What follows belongs to an exercise in optimizing a design on an open flow for small area and few clock cycles; a production flow would make more cautious choices.
Function was checked by simulation only, so behaviour that the tests miss may differ from the original.
The flow treats the clock pin as an ideal source. Dropping or thinning the clock tree relies on that and would not hold on a real chip.
No activity file was given, so power comes from the tool's default toggle rates.

Setup of red:
// osc2midi_bridge
module osc2midi_bridge (
    input  wire       clk,
    input  wire       rst,
    input  wire       in_valid,
    output wire       in_ready,
    input  wire [7:0] in_byte,
    input  wire       in_bye,
    output wire       out_valid,
    input  wire       out_ready,
    output wire [7:0] out_data,
    output wire       out_last,
    input  wire       rx_valid,
    output wire       rx_ready,
    input  wire [7:0] rx_data,
    input  wire       rx_last,
    output wire       mo_valid,
    input  wire       mo_ready,
    output wire [7:0] mo_data,
    output wire       mo_bye
);
    osc2midi_tx u_tx (
        .clk       (clk),
        .rst       (rst),
        .in_valid  (in_valid),
        .in_ready  (in_ready),
        .in_byte   (in_byte),
        .in_bye    (in_bye),
        .out_valid (out_valid),
        .out_ready (out_ready),
        .out_data  (out_data),
        .out_last  (out_last)
    );
    osc2midi_rx u_rx (
        .clk      (clk),
        .rst      (rst),
        .rx_valid (rx_valid),
        .rx_ready (rx_ready),
        .rx_data  (rx_data),
        .rx_last  (rx_last),
        .mo_valid (mo_valid),
        .mo_ready (mo_ready),
        .mo_data  (mo_data),
  ...
For scale: ~380 cells after synthesis.
clock: 6.0 ns
lec_check: 0
abc_area: 1
cap_margin: 20
core_margin: 2
core_utilization: 40
slew_margin: 20
standard.sh (not shown) runs the stock make flow with config.mk's settings and CLKGATE_MAP_FILE= SYNTH_SCRIPT=/design/flow/synth_recipe.tcl, a recipe that flattens the netlist after the stock synthesis.
==> flow/flow/run.sh <==
#!/bin/bash
# Own layout flow: the standard synthesis, its combinational logic re-mapped
# for area (registers untouched), then the standard layout steps.
set -euo pipefail
HERE=$(pwd)
R=$HERE/orfs/results/$FLOW_PLATFORM/osc2midi_bridge/base
YOSYS=$FLOW_HOME/../tools/install/yosys/bin/yosys
[[ -x $YOSYS ]] || YOSYS=yosys

bash standard.sh synth > "$HERE/std_synth.log" 2>&1

LIB=$FLOW_HOME/platforms/$FLOW_PLATFORM/lib/sky130_fd_sc_hd__tt_025C_1v80.lib
DU=""
for c in $(sed -n '/^export DONT_USE_CELLS/,/^$/p' $FLOW_HOME/platforms/$FLOW_PLATFORM/config.mk | tr -d '\\' | sed 's/export DONT_USE_CELLS += //'); do
  DU="$DU -dont_use $c"
done
cp "$R/1_2_yosys.v" "$HERE/std_netlist.v"
# A few randomised deep-synthesis runs side by side, each re-mapping the RX
# and TX logic separately; then the best RX mapping is put together with the
# best TX mapping, and the smallest netlist is kept.
area_of() { grep "Chip area for module" "$1" 2>/dev/null | tail -1 | awk '{print $NF}'; }
remap() {  # remap NAME RXSEED TXSEED
  sed "s/@SEED@/$2/" flow/reabc.abc.in > "$HERE/reabc_$1_rx.abc"
  sed "s/@SEED@/$3/" flow/reabc.abc.in > "$HERE/reabc_$1_tx.abc"
  LIB=$LIB NETLIST_IN=$HERE/std_netlist.v NETLIST_OUT=$HERE/reabc_netlist_$1.v TOP=$FLOW_TOP \
    ABC_RX=$HERE/reabc_$1_rx.abc ABC_TX=$HERE/reabc_$1_tx.abc DONT_USE_ARGS="$DU" \
    $YOSYS -c flow/reabc2.tcl > "$HERE/reabc_$1.log" 2>&1 || rm -f "$HERE/reabc_netlist_$1.v"
}
for seed in 1 2 3 4; do remap s$seed $seed $seed & done
wait
best=""; best_area=""; rx_best=""; rx_area=""; tx_best=""; tx_area=""
less() { awk "BEGIN{exit !($1 < $2)}"; }
for seed in 1 2 3 4; do
  n=$HERE/reabc_netlist_s$seed.v
  [[ -s "$n" ]] || continue
  a=$(area_of "$HERE/reabc_s$seed.log"); ra=$(area_of "$n.rx_stat"); ta=$(awk "BEGIN{print $a - $ra}")
  if [[ -z "$best" ]] || less "$a" "$best_area"; then best=s$seed; best_area=$a; fi
  if [[ -z "$rx_best" ]] || less "$ra" "$rx_area"; then rx_best=$seed; rx_area=$ra; fi
  if [[ -z "$tx_best" ]] || less "$ta" "$tx_area"; then tx_best=$seed; tx_area=$ta; fi
done
if [[ -n "$best" && "$rx_best" != "$tx_best" ]]; then
  remap mix "$rx_best" "$tx_best"
  n=$HERE/reabc_netlist_mix.v
  if [[ -s "$n" ]]; then
    a=$(area_of "$HERE/reabc_mix.log")
    if [[ -n "$a" ]] && less "$a" "$best_area"; then best=mix; best_area=$a; fi
  fi
fi
echo "reabc: $best area $best_area (rx seed $rx_best, tx seed $tx_best)" > "$HERE/reabc_choice.log"
if [[ -n "$best" ]]; then cp "$HERE/reabc_netlist_$best.v" "$R/1_2_yosys.v"; fi
rm -f "$R/1_synth.odb" "$R/1_synth.sdc"

# port buffers: the smallest buffer; clock tree: built by flow/pre_cts.tcl
export BUFFER_PORTS_ARGS="-buffer_cell sky130_fd_sc_hd__buf_1"
export CTS_ARGS="$(cat flow/cts_args.txt)"
export PRE_CTS_TCL="$HERE/flow/pre_cts.tcl"
bash standard.sh finish > "$HERE/std_finish.log" 2>&1
==> flow/flow/reabc2.tcl <==
# Re-map the combinational logic of the standard synthesis netlist for area,
# the network-to-local (RX) and local-to-network (TX) paths separately (they
# share no logic). Flip-flops (and tie cells) are kept as they are, with
# their names.
yosys read_liberty -ignore_miss_func -overwrite $::env(LIB)
yosys read_verilog -overwrite $::env(NETLIST_IN)
yosys hierarchy -top $::env(TOP)
yosys setattr -mod -set keep_hierarchy 1 sky130_fd_sc_hd__*df* sky130_fd_sc_hd__*dl* sky130_fd_sc_hd__conb_1
yosys flatten
yosys opt_clean
set T $::env(TOP)
set rx_roots "$T/o:rx_ready $T/o:mo_valid %u $T/o:mo_data %u $T/o:mo_bye %u $T/c:*u_rx.* %u"
set tx_roots "$T/o:in_ready $T/o:out_valid %u $T/o:out_data %u $T/o:out_last %u $T/c:*u_tx.* %u"
yosys select -set rx {*}$rx_roots %ci*
yosys abc -script $::env(ABC_RX) -liberty $::env(LIB) {*}$::env(DONT_USE_ARGS) @rx
# area so far: flip-flops and the RX logic (unmapped gates count nothing)
yosys tee -o $::env(NETLIST_OUT).rx_stat stat -liberty $::env(LIB) $T
yosys select -set tx {*}$tx_roots %ci*
yosys abc -script $::env(ABC_TX) -liberty $::env(LIB) {*}$::env(DONT_USE_ARGS) @tx
yosys select -clear
yosys opt_clean -purge
# every gate must have been mapped to a library cell
yosys select -assert-none $T/t:\$_*
yosys hilomap -singleton -hicell sky130_fd_sc_hd__conb_1 HI -locell sky130_fd_sc_hd__conb_1 LO
yosys splitnets
yosys opt_clean -purge
yosys insbuf -buf sky130_fd_sc_hd__buf_4 A X
yosys select $::env(TOP)
yosys stat -liberty $::env(LIB)
yosys write_verilog -noattr -noexpr -nohex -nodec -selected $::env(NETLIST_OUT)
Other scripts of this flow, unchanged in this note and not shown: flow/flow/cts_args.txt, flow/flow/pre_cts.tcl, flow/flow/reabc.abc.in
Every stage of the flow completed for red, and the final layout passed the timing, design-rule and antenna checks.
Testbench counts of red, summed over its fixed seeds: cycles 103,846.
The inputs of blue differ from those of red as listed below.
-- flow/flow/run.sh --
<<< red, line 29
for seed in 1 2 3 4; do remap s$seed $seed $seed & done
wait
best=""; best_area=""; rx_best=""; rx_area=""; tx_best=""; tx_area=""
less() { awk "BEGIN{exit !($1 < $2)}"; }
for seed in 1 2 3 4; do
  n=$HERE/reabc_netlist_s$seed.v
  [[ -s "$n" ]] || continue
>>> blue, line 29
for seed in 1 2 3 4; do remap s$seed $seed $seed & done
wait
for seed in 5 6 7 8; do remap s$seed $seed $seed & done
wait
for seed in 9 10 11 12; do remap s$seed $seed $seed & done
wait
best=""; best_area=""; rx_best=""; rx_area=""; tx_best=""; tx_area=""
less() { awk "BEGIN{exit !($1 < $2)}"; }
for seed in 1 2 3 4 5 6 7 8 9 10 11 12; do
  n=$HERE/reabc_netlist_s$seed.v
  [[ -s "$n" ]] || continue
Findings:
- The final total power in blue sits about 12% above the value recorded for red.
- Global-route wire length before repair in blue vs red: up about 3%
- Comparing blue and red, global-route usage is higher on blue.
- Global-route met3 utilization across blue and red: no real change.
- Of blue and red, blue shows the higher area growth from synthesis to final layout, with red below it.
- blue and red ended up with nearly the same via density per instance.
- Comparing via count for blue and red, the smaller number came from red.
- Post-synthesis average cell area delta for blue relative to red: 0.16 µm² lower
Setup changes, blue to green
-- flow/flow/run.sh --
<<< blue, line 31
for seed in 5 6 7 8; do remap s$seed $seed $seed & done
wait
for seed in 9 10 11 12; do remap s$seed $seed $seed & done
wait
best=""; best_area=""; rx_best=""; rx_area=""; tx_best=""; tx_area=""
less() { awk "BEGIN{exit !($1 < $2)}"; }
for seed in 1 2 3 4 5 6 7 8 9 10 11 12; do
  n=$HERE/reabc_netlist_s$seed.v
  [[ -s "$n" ]] || continue
>>> green, line 31
for seed in 5 6 7 8; do remap s$seed $seed $seed & done
wait
best=""; best_area=""; rx_best=""; rx_area=""; tx_best=""; tx_area=""
less() { awk "BEGIN{exit !($1 < $2)}"; }
for seed in 1 2 3 4 5 6 7 8; do
  n=$HERE/reabc_netlist_s$seed.v
  [[ -s "$n" ]] || continue
## What came out
green finished every stage and its layout cleared the timing, design-rule and antenna checks.
green has clock period minus final worst setup slack below what blue had.
For post-synthesis to final-layout area growth, blue and green come out practically identical.
Of the two candidates, blue has the better pre-CTS worst setup slack and green the worse one.
> inputs changed (green -> orange)
-- flow/flow/run.sh --
<<< green, line 19
# and TX logic separately; then the best RX mapping is put together with the
# best TX mapping, and the smallest netlist is kept.
area_of() { grep "Chip area for module" "$1" 2>/dev/null | tail -1 | awk '{print $NF}'; }
remap() {  # remap NAME RXSEED TXSEED
  sed "s/@SEED@/$2/" flow/reabc.abc.in > "$HERE/reabc_$1_rx.abc"
>>> orange, line 19
# and TX logic separately; then the best RX mapping is put together with the
# best TX mapping, and the smallest netlist is kept.
area_of() { grep -m1 "Chip area for module" "$1" 2>/dev/null | awk '{print $NF}'; }
remap() {  # remap NAME RXSEED TXSEED
  sed "s/@SEED@/$2/" flow/reabc.abc.in > "$HERE/reabc_$1_rx.abc"
<<< green, line 29
for seed in 1 2 3 4; do remap s$seed $seed $seed & done
wait
for seed in 5 6 7 8; do remap s$seed $seed $seed & done
wait
best=""; best_area=""; rx_best=""; rx_area=""; tx_best=""; tx_area=""
less() { awk "BEGIN{exit !($1 < $2)}"; }
for seed in 1 2 3 4 5 6 7 8; do
  n=$HERE/reabc_netlist_s$seed.v
  [[ -s "$n" ]] || continue
  a=$(area_of "$HERE/reabc_s$seed.log"); ra=$(area_of "$n.rx_stat"); ta=$(awk "BEGIN{print $a - $ra}")
  if [[ -z "$best" ]] || less "$a" "$best_area"; then best=s$seed; best_area=$a; fi
  if [[ -z "$rx_best" ]] || less "$ra" "$rx_area"; then rx_best=$seed; rx_area=$ra; fi
>>> orange, line 29
for seed in 1 2 3 4; do remap s$seed $seed $seed & done
wait
best=""; best_area=""; rx_best=""; rx_area=""; tx_best=""; tx_area=""
less() { awk "BEGIN{exit !($1 < $2)}"; }
for seed in 1 2 3 4; do
  n=$HERE/reabc_netlist_s$seed.v
  [[ -s "$n" ]] || continue
  a=$(area_of "$HERE/reabc_s$seed.log"); ra=$(area_of "$n.rx_stat"); ta=$(area_of "$n.tx_stat")
  if [[ -z "$best" ]] || less "$a" "$best_area"; then best=s$seed; best_area=$a; fi
  if [[ -z "$rx_best" ]] || less "$ra" "$rx_area"; then rx_best=$seed; rx_area=$ra; fi
-- flow/flow/reabc2.tcl --
<<< green, line 14
yosys select -set rx {*}$rx_roots %ci*
yosys abc -script $::env(ABC_RX) -liberty $::env(LIB) {*}$::env(DONT_USE_ARGS) @rx
# area so far: flip-flops and the RX logic (unmapped gates count nothing)
yosys tee -o $::env(NETLIST_OUT).rx_stat stat -liberty $::env(LIB) $T
yosys select -set tx {*}$tx_roots %ci*
yosys abc -script $::env(ABC_TX) -liberty $::env(LIB) {*}$::env(DONT_USE_ARGS) @tx
>>> orange, line 14
yosys select -set rx {*}$rx_roots %ci*
yosys abc -script $::env(ABC_RX) -liberty $::env(LIB) {*}$::env(DONT_USE_ARGS) @rx
yosys select -set tx {*}$tx_roots %ci*
yosys abc -script $::env(ABC_TX) -liberty $::env(LIB) {*}$::env(DONT_USE_ARGS) @tx
<<< green, line 22
# every gate must have been mapped to a library cell
yosys select -assert-none $T/t:\$_*
yosys hilomap -singleton -hicell sky130_fd_sc_hd__conb_1 HI -locell sky130_fd_sc_hd__conb_1 LO
yosys splitnets
>>> orange, line 20
# every gate must have been mapped to a library cell
yosys select -assert-none $T/t:\$_*
yosys select -set rx {*}$rx_roots %ci*
yosys tee -o $::env(NETLIST_OUT).rx_stat stat -liberty $::env(LIB) @rx
yosys select -set tx {*}$tx_roots %ci*
yosys tee -o $::env(NETLIST_OUT).tx_stat stat -liberty $::env(LIB) @tx
yosys select -clear
yosys hilomap -singleton -hicell sky130_fd_sc_hd__conb_1 HI -locell sky130_fd_sc_hd__conb_1 LO
yosys splitnets
[summary]
- Global-route wire length before repair deteriorates in orange relative to green.
- Cell area was lower in green than in orange.
- On clock slew at the register clock pins of the worst setup and hold paths, orange tracks green almost exactly.
- orange vs green: post-synthesis instance area up in orange
- For peak supply drop, dividing the value from orange by the value from green gives 0.828.
- Diff green -> orange | routability congestion estimate | up by a few percent
- Compared with green, in orange overall power after layout dropped about 1.9%; smallest setup slack after layout went up 0.14 ns; clock network fraction of design power neither gained nor lost much; final clock period utilization by the worst path lost 2.3 points.
In every run of this note, the design's own scripts or RTL, not TritonCTS, make the clock network.

========
osc2midi_bridge, a different RTL version from the one above (not shown whole).
Size: ~78 flip-flops, about 46 I/O pins, ~5600 sq um of cells after synthesis.
## osc2midi_bridge
module osc2midi_bridge (
    input  wire       clk,
    input  wire       rst,
    input  wire       in_valid,
    output wire       in_ready,
    input  wire [7:0] in_byte,
    input  wire       in_bye,
    output wire       out_valid,
    input  wire       out_ready,
    output wire [7:0] out_data,
    output wire       out_last,
    input  wire       rx_valid,
    output wire       rx_ready,
    input  wire [7:0] rx_data,
    input  wire       rx_last,
    output wire       mo_valid,
    input  wire       mo_ready,
    output wire [7:0] mo_data,
    output wire       mo_bye
);
export LEC_CHECK = 0
export ABC_AREA = 1
export CAP_MARGIN = 20
export CORE_MARGIN = 2
export CORE_UTILIZATION = 40
export SLEW_MARGIN = 20
create_clock -name core_clock -period 6.0 [get_ports {clk}]
run.sh (not shown) runs the stock make flow with config.mk's settings and CLKGATE_MAP_FILE= SYNTH_SCRIPT=/design/flow/synth_recipe.tcl, a recipe that flattens the netlist after the stock synthesis.
Stock flow here: none of the scripts above is used.
Testbench counts at the start, summed over its fixed seeds: cycles 106,080.
Then changed:
Settings changed: ABC_AREA 1 to not set.
Outcome: The new run produced a clean layout; sequential share of layout area went down by 0.54 points; setup slack got worse by 0.40 ns; cell count fell by 14%; count of clock-buffer cells in the layout stays the same; combinational power came out higher by 23%; die area came out higher by 3.3%; maximum frequency drops by 7.4%.

========
Another version of the RTL of osc2midi_bridge (not shown whole).
Size: ~530 cells after synthesis, about 46 I/O pins, ~4100 um^2 of cells after synthesis.
export LEC_CHECK = 0
export ABC_AREA = 1
export CAP_MARGIN = 20
export CORE_MARGIN = 2
export CORE_UTILIZATION = 40
export SLEW_MARGIN = 20
create_clock -name core_clock -period 6.0 [get_ports {clk}]
standard.sh (not shown) runs the stock make flow with config.mk's settings and CLKGATE_MAP_FILE= SYNTH_SCRIPT=/design/flow/synth_recipe.tcl, a recipe that flattens the netlist after the stock synthesis.
==> flow/flow/run.sh <==
#!/bin/bash
# Own layout flow: the standard synthesis, its combinational logic re-mapped
# for area (registers untouched), then the standard layout steps.
set -euo pipefail
HERE=$(pwd)
R=$HERE/orfs/results/$FLOW_PLATFORM/osc2midi_bridge/base
YOSYS=$FLOW_HOME/../tools/install/yosys/bin/yosys
[[ -x $YOSYS ]] || YOSYS=yosys

bash standard.sh synth > "$HERE/std_synth.log" 2>&1

LIB=$FLOW_HOME/platforms/$FLOW_PLATFORM/lib/sky130_fd_sc_hd__tt_025C_1v80.lib
DU=""
for c in $(sed -n '/^export DONT_USE_CELLS/,/^$/p' $FLOW_HOME/platforms/$FLOW_PLATFORM/config.mk | tr -d '\\' | sed 's/export DONT_USE_CELLS += //'); do
  DU="$DU -dont_use $c"
done
cp "$R/1_2_yosys.v" "$HERE/std_netlist.v"
LIB=$LIB NETLIST_IN=$HERE/std_netlist.v NETLIST_OUT=$HERE/reabc_netlist.v TOP=$FLOW_TOP \
  ABC_SCRIPT=$HERE/flow/reabc.abc DONT_USE_ARGS="$DU" \
  $YOSYS -c flow/reabc.tcl > "$HERE/reabc.log" 2>&1
cp "$HERE/reabc_netlist.v" "$R/1_2_yosys.v"
rm -f "$R/1_synth.odb" "$R/1_synth.sdc"

bash standard.sh finish > "$HERE/std_finish.log" 2>&1
==> flow/flow/reabc.abc <==
strash
dc2
dch -f
map -a
==> flow/flow/reabc.tcl <==
# Re-map the combinational logic of the standard synthesis netlist for area.
# Flip-flops (and tie cells) are kept as they are, with their names.
yosys read_liberty -ignore_miss_func -overwrite $::env(LIB)
yosys read_verilog -overwrite $::env(NETLIST_IN)
yosys hierarchy -top $::env(TOP)
yosys setattr -mod -set keep_hierarchy 1 sky130_fd_sc_hd__*df* sky130_fd_sc_hd__*dl* sky130_fd_sc_hd__conb_1
yosys flatten
yosys opt_clean
yosys abc -script $::env(ABC_SCRIPT) -liberty $::env(LIB) {*}$::env(DONT_USE_ARGS)
yosys opt_clean -purge
yosys hilomap -singleton -hicell sky130_fd_sc_hd__conb_1 HI -locell sky130_fd_sc_hd__conb_1 LO
yosys splitnets
yosys opt_clean -purge
yosys insbuf -buf sky130_fd_sc_hd__buf_4 A X
yosys select $::env(TOP)
yosys stat -liberty $::env(LIB)
yosys write_verilog -noattr -noexpr -nohex -nodec -selected $::env(NETLIST_OUT)
The baseline passed the timing, design-rule and antenna checks.
Testbench counts at the start, summed over its fixed seeds: cycles 106,080.
Next try:
==> flow/run.sh (new file) <==
#!/bin/bash
# synth_recipe.tcl (not shown) runs the flow's synth.tcl, then flattens the netlist and writes it again
# the make line also repeats each setting of config.mk as NAME=value (left out here)
make -C /OpenROAD-flow-scripts/flow DESIGN_CONFIG=/design/flow/config.mk WORK_HOME=/design/flow/orfs CLKGATE_MAP_FILE= SYNTH_SCRIPT=/design/flow/synth_recipe.tcl finish
removed: flow/flow/run.sh
removed: flow/flow/reabc.abc
removed: flow/flow/reabc.tcl
removed: flow/standard.sh
- synthesized cell count rises by 37%
- routed wire length rises by 17%
- setup slack improves by 0.81 ns
- critical path depth rises by 2
- utilization falls by 1.7 points
- final cell count rises by 27%
- non-clock buffer count falls by 1
- sequential share of layout area falls by 5.8 points

## static timing again, ports no longer ideal
In the flow no input, the clock included, has a driving cell. The finished layouts below were timed again as built, in two steps. Step 1 assumes that a clkbuf_16 drives the clock port and a buf_2 every other input. Step 2 times the ports against the registers' clock, not the clock port: input delays grow and output delays shrink by t, the midpoint of the rising clock arrivals with the driver on. a / b / c = ideal ports / drivers / drivers and shift; a / b = the first two.
run | t (ns) | setup WS [ns] | latest minus earliest clock arrival (ns)
red | 0.390 | 0.702 / 0.674 / 1.064 | 0.009 / 0.008
blue | 0.399 | 0.566 / 0.538 / 0.937 | 0.026 / 0.027
green | 0.410 | 0.590 / 0.560 / 0.970 | 0.024 / 0.024
orange | 0.398 | 0.729 / 0.703 / 1.101 | 0.017 / 0.016
the first run of note 2 | 0.370 | 0.980 / 0.942 / 1.313 | 0.012 / 0.013
the second run of note 2 | 0.385 | 0.579 / 0.539 / 0.924 | 0.014 / 0.014
the first run of note 3 | 0.371 | 0.481 / 0.447 / 0.819 | 0.014 / 0.013
the second run of note 3 | 0.368 | 1.293 / 1.253 / 1.622 | 0.006 / 0.007
After both steps every run listed still meets setup and hold.
